Context: an optimization exercise on an open-source flow, tuned for small area, a short achievable clock period and few clock cycles. The choices shown serve that exercise and are no tape-out recipe. Only simulation tests tie the RTL to the original design; equivalence was not proved. Power and IR drop assume default switching activity.

Setup of exp/xenon:
Design crcarc, start of the top module:
module crcarc (
    input  wire        clk,
    input  wire        rst,         
    input  wire        cmd_valid,
    output wire        cmd_ready,
    input  wire [11:0] cmd,
    output reg         rsp_valid,
    output reg  [31:0] rsp
);
    localparam [3:0] OP_NOP       = 4'h0;
    localparam [3:0] OP_CRC_CLR   = 4'h1;
    localparam [3:0] OP_CRC_BYTE  = 4'h2;
    localparam [3:0] OP_DEC_START = 4'h3;
    localparam [3:0] OP_DEC_CHAR  = 4'h4;
    localparam [3:0] OP_HEX_START = 4'h5;
    localparam [3:0] OP_HEX_CHAR  = 4'h6;
    localparam [3:0] OP_HEX_CHECK = 4'h7;
    localparam [3:0] OP_RD        = 4'h8;
    localparam [2:0] D_IDLE  = 3'd0;
    localparam [2:0] D_RUN   = 3'd3;
    localparam [2:0] D_DONE  = 3'd4;
    localparam [2:0] D_DIGIT = 3'd1;
    localparam [2:0] D_POINT = 3'd2;
    localparam [2:0] D_CFG   = 3'd5;
    localparam [2:0] D_SEQ   = 3'd6;
    localparam [2:0] H_IDLE  = 3'd0;
    localparam [2:0] H_RUN   = 3'd1;
    localparam [2:0] H_DONE  = 3'd2;
    localparam [2:0] H_HEX   = 3'd3;
    localparam [2:0] H_LEN   = 3'd4;
    localparam [2:0] H_SEQ   = 3'd6;
    reg [15:0] crc;
    reg [14:0] acc_lo;
    reg [14:0] acc_hi;
    reg [3:0]  acc_c;       
    reg        acc_p;       
    reg [3:0]  digits;
    reg [3:0]  decimals;
    reg [3:0]  dpos;
    reg [2:0]  dcode;
    reg [15:0] hexv;
    reg [2:0]  hcnt;
    reg [2:0]  hcode;
    reg [15:0] calc;        
    reg        calc_v;
    reg        match;
    reg        ill;
    reg [11:0] cq;
    reg [2:0]  dq_lo;
    reg        dq_ci;
    reg        rsp_due;
    reg [4:0]  rsel;
    assign cmd_ready = 1'b1;
    wire [3:0] op  = cq[11:8];
    wire [7:0] arg = cq[7:0];
  ...
clock: 5.0 ns
lec_check: 0
cap_margin: 20
core_margin: 2
core_utilization: 60
cts_buf_list: sky130_fd_sc_hd__clkbuf_8
cts_cluster_size: 30
setup_slack_margin: 2.9
slew_margin: 20
run.sh (not shown) runs the stock make flow with config.mk's settings and CLKGATE_MAP_FILE= SYNTH_SCRIPT=/design/flow/synth_recipe.tcl, a recipe that flattens the netlist after the stock synthesis.
exp/xenon completed end to end with timing, DRC and antenna clean.
Testbench counts of exp/xenon, summed over its fixed seeds: cycles 16,202.
#### Input delta (exp/indigo over exp/xenon)
Settings: ABC_AREA newly set to 1; SETUP_SLACK_MARGIN changed from 2.9 to 3.0.
==> flow/flow/run.sh (new file) <==
#!/bin/bash
# The standard layout (standard.sh, with the standard flow's synthesis unchanged), with
# two changes to how it is made:
#  - the port buffers are sky130_fd_sc_hd__buf_1 cells (every input and
#    output port still gets its own buffer; the resizer sizes them later);
#  - clock tree synthesis inserts no dummy load cells.
# Each tool's full output stays in orfs/logs; make's own output goes to
# standard.log in this folder.
set -euo pipefail
export BUFFER_PORTS_ARGS="-buffer_cell sky130_fd_sc_hd__buf_1"
export CTS_ARGS="-sink_clustering_enable -repair_clock_nets -sink_clustering_size 30 -buf_list sky130_fd_sc_hd__clkbuf_8 -dont_use_dummy_load"
bash standard.sh > standard.log 2>&1
==> flow/standard.sh (new file) <==
#!/bin/bash
# synth_recipe.tcl (not shown) runs the flow's synth.tcl, then flattens the netlist and writes it again
# the make line also repeats each setting of config.mk as NAME=value (left out here)
make -C /OpenROAD-flow-scripts/flow DESIGN_CONFIG=/design/flow/config.mk WORK_HOME=/design/flow/orfs CLKGATE_MAP_FILE= SYNTH_SCRIPT=/design/flow/synth_recipe.tcl "${@:-finish}"
removed: flow/run.sh
--- outcome ---
- Per the comparison of exp/indigo with exp/xenon, count of clock-buffer cells in the layout lost 1; synthesized area grew by 560 µm².
- Comparing the two runs side by side, exp/indigo comes out ahead of exp/xenon on register-to-register setup slack.
- Measured against each other, exp/xenon and exp/indigo differ in data arrival time of the worst path, the lower figure coming from exp/indigo.
- Clock share of power: exp/indigo < exp/xenon
- Looking at HPWL after detailed placement, exp/indigo sits 9.0% above exp/xenon.
- exp/xenon has a higher fraction of synthesized cell area in xor and xnor cells than exp/indigo.
- Compared with exp/xenon, in exp/indigo area growth from synthesis to layout lost 12 points, number of logic inverters in the finished layout picked up an extra 126.
#### Input delta (exp/violet over exp/indigo)
Settings: ABC_AREA no longer set, was 1; SETUP_SLACK_MARGIN now 2.5, was 3.0.
==> flow/run.sh (new file) <==
#!/bin/bash
# synth_recipe.tcl (not shown) runs the flow's synth.tcl, then flattens the netlist and writes it again
# the make line also repeats each setting of config.mk as NAME=value (left out here)
make -C /OpenROAD-flow-scripts/flow DESIGN_CONFIG=/design/flow/config.mk WORK_HOME=/design/flow/orfs CLKGATE_MAP_FILE= SYNTH_SCRIPT=/design/flow/synth_recipe.tcl finish
removed: flow/flow/run.sh
removed: flow/standard.sh
### Flow results
exp/violet ended with every stage complete and zero timing, DRC or antenna violations.
Per the comparison of exp/violet with exp/indigo, share of the clock period used by the worst path after layout saw an increase, count of clock-buffer cells in the layout saw an increase, clock share of power saw an increase, number of nets in the synthesized netlist saw a decrease, clock period minus final worst setup slack saw an increase.
exp/violet ends up with a post-layout total power that is 13% higher than in exp/indigo.
exp/violet reports its most common cell after layout, fill and taps aside as sky130_fd_sc_hd__dfxtp_1 while exp/indigo reports sky130_fd_sc_hd__nand2_1.
## Diff of input files: exp/amber against exp/violet
Settings: a change of SETUP_SLACK_MARGIN from 2.5 to 2.9; an added ABC_AREA of 1.
==> flow/flow/run.sh (new file) <==
#!/bin/bash
# The standard layout (standard.sh, with the standard flow's synthesis unchanged), with
# two changes to how it is made:
#  - the port buffers are sky130_fd_sc_hd__buf_1 cells (every input and
#    output port still gets its own buffer; the resizer sizes them later);
#  - clock tree synthesis inserts no dummy load cells.
# Each tool's full output stays in orfs/logs; make's own output goes to
# standard.log in this folder.
set -euo pipefail
export BUFFER_PORTS_ARGS="-buffer_cell sky130_fd_sc_hd__buf_1"
export CTS_ARGS="-sink_clustering_enable -repair_clock_nets -sink_clustering_size 30 -buf_list sky130_fd_sc_hd__clkbuf_8 -dont_use_dummy_load"
bash standard.sh > standard.log 2>&1
==> flow/standard.sh (new file) <==
#!/bin/bash
# synth_recipe.tcl (not shown) runs the flow's synth.tcl, then flattens the netlist and writes it again
# the make line also repeats each setting of config.mk as NAME=value (left out here)
make -C /OpenROAD-flow-scripts/flow DESIGN_CONFIG=/design/flow/config.mk WORK_HOME=/design/flow/orfs CLKGATE_MAP_FILE= SYNTH_SCRIPT=/design/flow/synth_recipe.tcl "${@:-finish}"
removed: flow/run.sh
## What came out
Diff exp/violet -> exp/amber: logic gate share of total power rose by 1.6 points, maximum frequency up about 17%.
The total power number comes out lower for exp/amber vs exp/violet.
[exp/amber] complex-gate fraction of the synthesized area fell 2.1 points relative to exp/violet
Compared with exp/violet, exp/amber shows a clock-buffer cell count that is 3 lower.
Looking at final area, exp/amber sits about 3.7% higher than exp/violet does.
Compared to exp/violet, exp/amber leaves more free space in the core.
Between exp/amber and exp/violet, fraction of area in registers is lower for exp/amber, exp/violet comes in above that.
Of exp/amber and exp/violet, the run reporting the higher average wire length per cell after detail routing was exp/violet.
Looking at relative slew slack, exp/amber sits 11 points above exp/violet.
Edits applied to the flow inputs when going from exp/amber to exp/garnet:
Settings: changing SETUP_SLACK_MARGIN from 2.9 to 2.7; removing ABC_AREA (formerly 1).
==> flow/run.sh (new file) <==
#!/bin/bash
# synth_recipe.tcl (not shown) runs the flow's synth.tcl, then flattens the netlist and writes it again
# the make line also repeats each setting of config.mk as NAME=value (left out here)
make -C /OpenROAD-flow-scripts/flow DESIGN_CONFIG=/design/flow/config.mk WORK_HOME=/design/flow/orfs CLKGATE_MAP_FILE= SYNTH_SCRIPT=/design/flow/synth_recipe.tcl finish
removed: flow/flow/run.sh
removed: flow/standard.sh
==> comparison <==
Delta (exp/garnet minus exp/amber): post-CTS repair timing setup buffer count went down; number of instances in the placed design lost 20%; number of distinct library cell variants in the gate-level netlist after synthesis now larger. exp/garnet ends up with a switching fraction of total power that is 0.99 points lower than in exp/amber. Diff exp/amber -> exp/garnet | transition time at the pin with the least slew margin | increase of 0.16 ns. Looking at global-route wire length before repair across both flows, exp/garnet is the stronger of the two, with exp/amber trailing. exp/garnet against exp/amber: area after synthesis down 560 µm², core utilization of the finished layout up 4.7 points, sequential share of layout area up 0.38 points. Going from exp/amber to exp/garnet, hold slack grows by 0.015 ns. After detailed routing, exp/amber needs more wire than exp/garnet.

==> port drivers added, routing unchanged <==
No port has a modelled driver above. Below, the same layouts with a new extraction and two added sets of constraints. Step 1 (the two cells are an assumption about what drives the block):
set clk [get_ports {clk}]
set_driving_cell -lib_cell sky130_fd_sc_hd__clkbuf_16 $clk
set_driving_cell -lib_cell sky130_fd_sc_hd__buf_2 [delete_from_list [all_inputs] $clk]
Step 2 also shifts input and output timing later by t, the mid clock arrival at the registers, as if the neighbouring blocks saw the same clock. a / b / c = no drivers / after step 1 / after step 2; a / b = the first two.
| run | t, ns | slack for setup (ns) | pins driven straight from the clock port |
|---|---|---|---|
| exp/xenon | 0.511 | 2.702 / 2.702 / 2.486 | 1 |
| exp/indigo | 0.484 | 2.966 / 2.966 / 2.629 | 1 |
| exp/violet | 0.495 | 2.604 / 2.604 / 2.289 | 1 |
| exp/amber | 0.490 | 2.952 / 2.952 / 2.546 | 1 |
| exp/garnet | 0.498 | 2.689 / 2.689 / 2.500 | 1 |
After both steps every run listed still meets setup and hold. The setup slack of exp/amber, which loses most, moves by 0.000 ns with the drivers and by -0.406 ns with both steps.
